This is an optimization exercise on Yosys and OpenROAD, whose aim is small area, a short achievable clock period and few clock cycles, not a production implementation.
Function was checked by simulation only, so behaviour that the tests miss may differ from the original.
No activity file was given, so power comes from the tool's default toggle rates.

===== design.v =====
module dai_line_decoder (
    input  wire        clk,
    input  wire        rst,
    input  wire        in_valid,
    output wire        in_ready,
    input  wire [7:0]  in_data,
    input  wire        in_last,
    output wire        px_valid,
    input  wire        px_ready,
    output wire [31:0] px_data,
    output wire        st_valid,
    input  wire        st_ready,
    output wire [8:0]  st_rows,
    output wire        st_brk,
    output wire [1:0]  st_fault,
    output wire [15:0] st_creg,
    output wire [3:0]  st_prevbg,
    output wire [15:0] st_unknown,
    output wire [15:0] st_text,
    output wire [15:0] st_unread
);
    localparam [8:0] ROW_CAP = 9'd260;
    localparam [8:0] BRK_AT  = 9'd212;
    localparam [1:0] F_NONE  = 2'd0;
    localparam [1:0] F_SHORT = 2'd1;    
    localparam [1:0] F_WIDTH = 2'd2;    
    localparam [2:0] S_CTRL  = 3'd0;
    localparam [2:0] S_COL   = 3'd1;
    localparam [2:0] S_PAY   = 3'd2;
    localparam [2:0] S_EMIT  = 3'd3;
    localparam [2:0] S_DRAIN = 3'd4;
    localparam [2:0] S_STAT  = 3'd5;
    reg [2:0]  state;
    reg [7:0]  ctrl_r;
    reg [7:0]  col_r;
    reg [7:0]  plen;         
    reg [7:0]  pcnt;         
    reg [7:0]  hi_r;         
    reg        pay_nz;       
    reg        last_seen;    
    reg [3:0]  creg [0:3];
    reg [3:0]  prevbg;
    reg [8:0]  rows;
    reg        brk;
    reg [1:0]  fault;
    reg [15:0] n_unknown;
    reg [15:0] n_text;
    reg [15:0] n_unread;
    reg [31:0] rowbuf [0:43];
    reg [5:0]  beat;
    reg [4:0]  copies;       
    wire [1:0] disp = ctrl_r[7:6];
    wire [1:0] res  = ctrl_r[5:4];
    wire [3:0] rep  = ctrl_r[3:0];
    wire       nuc  = col_r[6];
    wire       is_gfx = nuc && !disp[0];
    wire       is_gfx16 = is_gfx && disp[1];
    wire [1:0] c_disp = ctrl_r[7:6];
    wire [1:0] c_res  = ctrl_r[5:4];
    wire       c_nuc  = in_data[6];
    wire       c_unknown = c_nuc && c_disp[0] && (c_res != 2'd3);
    reg  [7:0] c_plen;
    always @(*) begin
        if (!c_nuc)
            c_plen = 8'd2;
        else if (!c_disp[0])
            case (c_res)
                2'd0:    c_plen = 8'd22;
                2'd1:    c_plen = 8'd44;
                2'd2:    c_plen = 8'd88;
                default: c_plen = 8'd132;
            endcase
        else
            c_plen = 8'd132;    
    end
    wire in_fire = in_valid && in_ready;
    wire px_fire = px_valid && px_ready;
    wire st_fire = st_valid && st_ready;
    assign in_ready = (state == S_CTRL) || (state == S_COL) ||
                      (state == S_PAY)  || (state == S_DRAIN);
    assign px_valid = (state == S_EMIT);
    assign px_data  = rowbuf[beat];
    assign st_valid = (state == S_STAT);
    assign st_rows    = rows;
    assign st_brk     = brk;
    assign st_fault   = fault;
    assign st_creg    = {creg[3], creg[2], creg[1], creg[0]};
    assign st_prevbg  = prevbg;
    assign st_unknown = n_unknown;
    assign st_text    = n_text;
    assign st_unread  = n_unread;
    wire [7:0] pr_hi = hi_r;
    wire [7:0] pr_lo = in_data;
    wire [3:0] fg = pr_lo[7:4];
    wire [3:0] bg = pr_lo[3:0];
    reg  [3:0] pix [0:7];    
    reg  [3:0] pb;
    reg  [1:0] idx;
    integer i;
    always @(*) begin
        pb = prevbg;
        for (i = 0; i < 8; i = i + 1) begin
            idx = {pr_hi[7-i], pr_lo[7-i]};
            if (is_gfx16) begin
                if (pr_hi[7-i]) begin
                    pix[i] = fg;
                    pb = bg;
                end else begin
                    pix[i] = pb;
                end
            end else begin
                pix[i] = creg[idx];
            end
        end
    end
    wire [31:0] w_res2 = {pix[7], pix[6], pix[5], pix[4],
                          pix[3], pix[2], pix[1], pix[0]};
    wire [31:0] w_res1_0 = {pix[3], pix[3], pix[2], pix[2],
                            pix[1], pix[1], pix[0], pix[0]};
    wire [31:0] w_res1_1 = {pix[7], pix[7], pix[6], pix[6],
                            pix[5], pix[5], pix[4], pix[4]};
    wire [31:0] w_res0_0 = {{4{pix[1]}}, {4{pix[0]}}};
    wire [31:0] w_res0_1 = {{4{pix[3]}}, {4{pix[2]}}};
    wire [31:0] w_res0_2 = {{4{pix[5]}}, {4{pix[4]}}};
    wire [31:0] w_res0_3 = {{4{pix[7]}}, {4{pix[6]}}};
    wire [6:0] pair = pcnt[7:1];    
    wire       pair_done = in_fire && (state == S_PAY) && pcnt[0];
    wire       row_write = pair_done && is_gfx && (res != 2'd3);
    integer w;
    always @(posedge clk) begin
        if (row_write) begin
            for (w = 0; w < 44; w = w + 1) begin
                case (res)
                    2'd2: if (w == pair) rowbuf[w] <= w_res2;
                    2'd1: begin
                        if (w == {pair, 1'b0}) rowbuf[w] <= w_res1_0;
                        if (w == {pair, 1'b1}) rowbuf[w] <= w_res1_1;
                    end
                    default: begin
                        if (w == {pair, 2'd0}) rowbuf[w] <= w_res0_0;
                        if (w == {pair, 2'd1}) rowbuf[w] <= w_res0_1;
                        if (w == {pair, 2'd2}) rowbuf[w] <= w_res0_2;
                        if (w == {pair, 2'd3}) rowbuf[w] <= w_res0_3;
                    end
                endcase
            end
        end
    end
    wire [15:0] hdr = {ctrl_r, col_r};
    wire        pay_zero = !pay_nz && (in_data == 8'd0);
    wire [8:0]  room = ROW_CAP - rows;
    wire [8:0]  want = {5'd0, rep} + 9'd1;
    wire [8:0]  ncopy = (want < room) ? want : room;
    wire [2:0]  next_rec_last  = S_STAT;
    wire [2:0]  next_rec_more  = (rows >= ROW_CAP) ? S_DRAIN : S_CTRL;
    task pass_init;
        begin
            creg[0]   <= 4'd1;
            creg[1]   <= 4'd9;
            creg[2]   <= 4'd12;
            creg[3]   <= 4'd15;
            prevbg    <= 4'd0;
            rows      <= 9'd0;
            brk       <= 1'b0;
            fault     <= F_NONE;
            n_unknown <= 16'd0;
            n_text    <= 16'd0;
            n_unread  <= 16'd0;
            last_seen <= 1'b0;
        end
    endtask
    always @(posedge clk) begin
        if (rst) begin
            state  <= S_CTRL;
            ctrl_r <= 8'd0;
            col_r  <= 8'd0;
            plen   <= 8'd0;
            pcnt   <= 8'd0;
            hi_r   <= 8'd0;
            pay_nz <= 1'b0;
            beat   <= 6'd0;
            copies <= 5'd0;
            pass_init;
        end else begin
            case (state)
                S_CTRL: if (in_fire) begin
                    ctrl_r <= in_data;
                    if (in_last) begin
                        fault <= F_SHORT;
                        state <= S_STAT;
                    end else begin
                        state <= S_COL;
                    end
                end
                S_COL: if (in_fire) begin
                    col_r  <= in_data;
                    plen   <= c_plen;
                    pcnt   <= 8'd0;
                    pay_nz <= 1'b0;
                    if (c_unknown) begin
                        n_unknown <= n_unknown + 16'd1;
                        state <= in_last ? S_STAT : S_CTRL;
                    end else if (in_last) begin
                        fault <= F_SHORT;
                        state <= S_STAT;
                    end else begin
                        if (c_nuc && (c_disp == 2'd0) && in_data[7] && !brk &&
                            (c_res != 2'd3))
                            creg[in_data[5:4]] <= in_data[3:0];
                        state <= S_PAY;
                    end
                end
                S_PAY: if (in_fire) begin
                    pcnt <= pcnt + 8'd1;
                    if (!pcnt[0])
                        hi_r <= in_data;
                    if (in_data != 8'd0)
                        pay_nz <= 1'b1;
                    if (pcnt[0] && is_gfx16 && (res != 2'd3) && (pr_hi != 8'd0))
                        prevbg <= bg;
                    if (pcnt == plen - 8'd1) begin
                        last_seen <= in_last;
                        if (is_gfx) begin
                            if (res == 2'd3) begin
                                fault <= F_WIDTH;
                                state <= in_last ? S_STAT : S_DRAIN;
                            end else begin
                                rows   <= rows + ncopy;
                                copies <= ncopy[4:0];
                                beat   <= 6'd0;
                                state  <= S_EMIT;
                            end
                        end else begin
                            if (ctrl_r == 8'h7A)
                                n_text <= n_text + 16'd1;
                            else if (hdr == 16'h3088 && rows == BRK_AT && !brk)
                                brk <= 1'b1;
                            else if (hdr == 16'h3088 && brk)
                                ;    
                            else if (hdr == 16'h0000 || hdr == 16'hFFFF)
                                ;    
                            else if (!nuc && pay_zero)
                                ;    
                            else
                                n_unknown <= n_unknown + 16'd1;
                            state <= in_last ? next_rec_last : next_rec_more;
                        end
                    end else if (in_last) begin
                        fault <= F_SHORT;
                        state <= S_STAT;
                    end
                end
                S_EMIT: if (px_fire) begin
                    if (beat == 6'd43) begin
                        beat   <= 6'd0;
                        copies <= copies - 5'd1;
                        if (copies == 5'd1)
                            state <= last_seen ? next_rec_last : next_rec_more;
                    end else begin
                        beat <= beat + 6'd1;
                    end
                end
                S_DRAIN: if (in_fire) begin
                    n_unread <= n_unread + 16'd1;
                    if (in_last)
                        state <= S_STAT;
                end
                S_STAT: if (st_fire) begin
                    pass_init;
                    state <= S_CTRL;
                end
                default: state <= S_CTRL;
            endcase
        end
    end
endmodule

===== run.sh =====
#!/bin/bash
# synth_recipe.tcl (not shown) runs the flow's synth.tcl, then flattens the netlist and writes it again
# the make line also repeats each setting of config.mk as NAME=value (left out here)
make -C /OpenROAD-flow-scripts/flow DESIGN_CONFIG=/design/flow/config.mk WORK_HOME=/design/flow/orfs CLKGATE_MAP_FILE= SYNTH_SCRIPT=/design/flow/synth_recipe.tcl finish

===== config.mk =====
export PLATFORM = sky130hd
export DESIGN_NAME = dai_line_decoder
export DESIGN_NICKNAME = dai_line_decoder
export VERILOG_FILES = /design/flow/design.v
export SDC_FILE = /design/flow/constraint.sdc
export NUM_CORES = 4
export LEC_CHECK = 0
export CAP_MARGIN = 20
export CORE_MARGIN = 2
export CORE_UTILIZATION = 30
export PLACE_DENSITY = 0.5
export SLEW_MARGIN = 20

===== constraint.sdc =====
create_clock -name core_clock -period 7.5 [get_ports {clk}]
set_input_delay 1.5000 -clock core_clock [delete_from_list [all_inputs] [get_ports {clk}]]
set_output_delay 1.5000 -clock core_clock [all_outputs]
set_load 0.01 [all_outputs]

==> results.cfg <==
[sta]
fmax_mhz = 146.0
slew_headroom_pct = 8.649
hold_viol = 0
fin_crit_sh_pct = 91.31
finalClockSkew_ns = 0.04418
fin_tns_setup_ns = 0
maxSlewViolCount = 0
tightest_slew_ns = 1.361
grt_setup_unrepaired = no
setup_violations = 0
whs_ns = 0.4528
setup_ws_ns = 0.6519
period_needed_ns = 6.848

[clock_tree]
post-cts-setup-buffers = 0
cts_max_level = 4
ctsResizeCount = 0
cts_inserted_buffers = 160
path_clk_slew_ns = 0.06
cts_max_path_buffers = 3
cts_sinks = 1543
cts_tree = yes
postCtsHoldBufs = 0
cts_root_buffer = clkbuf_16
clk_latency_ns = 0.83

[floorplan]
core_mm2 = 0.2050
die_w_um = 458.5
die_y_um = 458.5
die_area_mm2 = 0.2103
io_pins = 129
initial_core_util_pct = 30.24
num_rows = 166

[worst_setup_path]
path_cells = nor4b_1 -> and2_2 -> buf_4 -> a22oi_1 -> nand4_1 -> a211oi_1 -> nand3_1 -> mux2_2 -> clkdlybuf4s50_1
crit_required_ns = 6.00
r2r_setup_slack_ns = 2.77
slowest_stage = and2_2
cp_data_arrival_time_ns = 5.35
reg2regPathDepth = 6
start_kind = flop
critPathKind = reg2out
crit_fanout = 20
end_kind = output port
slowest_delay_ns = 1.07

[drt]
vias = 44620
ant_nets = 0
routed_via_density = 6.162
drt_iter0_drc = 8360
dr.pass1.iters = 6
wirelength_mm = 270.3
wl_per_cell_um = 37.34
remaining_drc_errors = 0

[synthesis]
syn-mean-instance-area_um2 = 14.71
ys_seq_area_share_pct = 72.83
yosysWarningCount = 3
synthTopCellsByArea = edfxtp_1 69%, a22oi_1 6.6%, dfxtp_1 3.8%
synth_ff_type = edfxtp_1
yosys.area.top_type_share_pct = 68.99
synth-edff-count = 1424
synthArstFlopShare_pct = 0
yosysTopAreaCell = edfxtp_1
yosysUniqueCellTypes = 81
ys_ff_latch = 1543
syn_inst = 4214
synthesis.nets = 4261
synth_area_mm2 = 0.06198

[grt]
grtUsageMet3_pct = 6.430
grt_util_met1_pct = 35.10
grt.busiest_layer = met2
grt_pass1_wl_mm = 362.0
antenna_found_initial = 5
grt_use_met2_pct = 37.50
grt_pass1_vias = 41260
grt_max_degree = 73
grtUsageTotal_pct = 24.97
grt.overflow.total = 0

[finish]
nFillCells = 19380
final_cells = 7240
fin_area_mm2 = 0.07300
layout.nets = 4470
syn_to_final_growth_pct = 17.77
drive_gt1_share_pct = 13.48

[hold_path]
hold_path_depth = 2
hp-class = reg2reg

[power_and_ir_drop]
p_int_mw = 14.31
sequentialPowerShare_pct = 51.8
p_switching_mw = 4.544
max-vdd-ir-drop_mv = 0.2570
p_sw_share_pct = 24.10
leakagePower_nw = 23.16
p_per_area_mw_per_mm2 = 258.3
combPwrFrac_pct = 6.4
clkPwrFrac_pct = 41.8

[place]
post-place-ws_ns = 1.716
dp_cells = 6946
dpl.hpwl_mm = 151.3
place_area_mm2 = 0.06788
portBuffers = 128
routabilityCongestion = 0.9281

[job]
max-cap-violations = 0

[status]
status = no timing/DRC/antenna violations
registers in the layout, summed over array words and instances, names as in the netlist:
name       count
hi_r           8
rowbuf      1408
plen           7
rows           9
n_unread      16
col_r          8
ctrl_r         8
state          3
n_unknown     16
creg          16
brk            1
copies         5
last_seen      1
pay_nz         1
prevbg         4
n_text        16
pcnt           8
fault          2
beat           6
critical path, delay by kind of cell, from the launching register on:
kind,cells,cell delay (ns)
AOI/OAI and AO/OA,2,0.24
and+or+nand+nor,4,2.36
muxes,1,0.18
DFF,1,0.70
buffers and inverters,2,1.05
power groups by stage:
stage	logic [mW]	registers [mW]	clock network, mW
final	1.22	9.77	7.87
after global routing	1.25	9.76	8.23
after CTS	1.18	9.77	7.88
after detailed placement	1.17	9.95	0
after global placement	1.16	9.95	0
after floorplan	0.532	9.92	0
metrics by stage:
| stage | utilization, % | total power, mW |
|---|---|---|
| CTS | 35.58 | 18.83 |
| global placement | 33.08 | 11.11 |
| floorplan | - | 10.45 |
| global route | 35.60 | 19.24 |
| finish | 35.61 | 18.86 |
| detailed placement | 33.11 | 11.12 |
cell families after synthesis:
group | Yosys count | share of synthesized area, %
flops | 1543 | 72.83
mux | 112 | 2.525
buf+inv | 339 | 2.093
compound gates | 1107 | 12.83
other cells | 1 | 0.006050
fa+ha+maj | 34 | 0.6944
simple gates | 1040 | 8.454
xor+xnor | 38 | 0.5612
per-layer routing:
metal / part of all wire, % / vias to the layer above
met5: 0 / -
met4: 3.7 / 0
met3: 13 / 560
met2: 44 / 3580
met1: 40 / 23150
li1: - / 17330
synth_stat cells (11+ instances only):
cell	number
edfxtp_1	1424
a22oi_1	547
nand2_1	317
clkbuf_1	228
nor2_1	203
a21oi_1	182
dfxtp_1	119
nand4_1	99
nand3_1	80
and3_1	71
o21ai_0	68
inv_1	55
a22o_1	51
and2_1	47
a221oi_1	46
mux2i_1	45
buf_1	41
nor4_1	40
nor3_1	35
mux2_2	34
ha_1	32
mux4_2	32
or4_1	31
o31ai_1	29
a222oi_1	24
a31oi_1	23
nor2b_1	21
xor2_1	21
or3_1	20
and4_1	17
o211ai_1	17
a211oi_1	16
xnor2_1	16
o21a_1	15
a221o_1	14
buf_2	14
a2111oi_0	11
nand2b_1	11
nand4b_1	11
final cells by class:
cell class                      count  area, um^2  share of cell area, %
Inverter                           55       206.4                 0.2828
Clock inverter                     84       827.0                  1.133
Multi-Input combinational cell   2332       16230                  22.24
Tap cell                         2688        3363                  4.607
Timing Repair Buffer              331        2970                  4.069
Sequential cell                  1543       45140                  61.84
Clock buffer                      201        4240                  5.809
Antenna cell                        6       15.01                0.02057
path summary, 6_finish.rpt:
check                 from           end
setup / recovery   beat[4]    px_data[7]
hold / removal      pay_nz        pay_nz
setup reg to reg  state[1]  rowbuf[8][2]
hold reg to reg     pay_nz        pay_nz
placed cells by master, fill, tap and decap left out, types with 24 or more instances in the layout:
| cell | instances |
|---|---|
| o21ai_0 | 62 |
| a22o_1 | 51 |
| a21oi_4 | 41 |
| a222oi_1 | 24 |
| mux2_2 | 34 |
| ha_1 | 29 |
| a22oi_1 | 547 |
| mux4_2 | 32 |
| a221oi_1 | 45 |
| a21oi_1 | 136 |
| buf_4 | 190 |
| clkbuf_1 | 35 |
| and2_2 | 39 |
| clkbuf_16 | 162 |
| clkinv_1 | 35 |
| nand3_1 | 80 |
| nor2_1 | 197 |
| edfxtp_1 | 1424 |
| nor3_1 | 34 |
| nor4_1 | 40 |
| clkdlybuf4s50_1 | 127 |
| dfxtp_1 | 119 |
| nand4_1 | 99 |
| nand2_1 | 317 |
| inv_1 | 55 |
| o31ai_1 | 25 |
| or4_1 | 31 |
| and3_1 | 67 |
| mux2i_1 | 45 |
Testbench counts, summed over its fixed seeds: cycles 656,889.

## what the ideal ports hide
In the flow no input, the clock included, has a driving cell. The finished layout below was timed again as built, in two steps. Step 1 assumes that a clkbuf_16 drives the clock port and a buf_2 every other input. Step 2 adds t to the input delays and takes it off the output delays; t is the mean of the earliest and latest rising clock arrival at the registers after step 1. Input paths then give back, and output paths get back, about the clock's delay inside the block. a / b / c = ideal ports / drivers / drivers and shift; a / b = the first two.
shift t [ns]: 0.890
setup WS [ns]: 0.652 / 0.565 / 1.455
worst setup path at the end: register to output
worst register clock-pin slew, ns: 0.07 / 0.07
worst data-port slew with drivers (ns): 0.11
After both steps setup and hold are still met in this run. For this run, drivers alone change the setup slack by -0.087 ns; drivers and shift together by +0.803 ns.
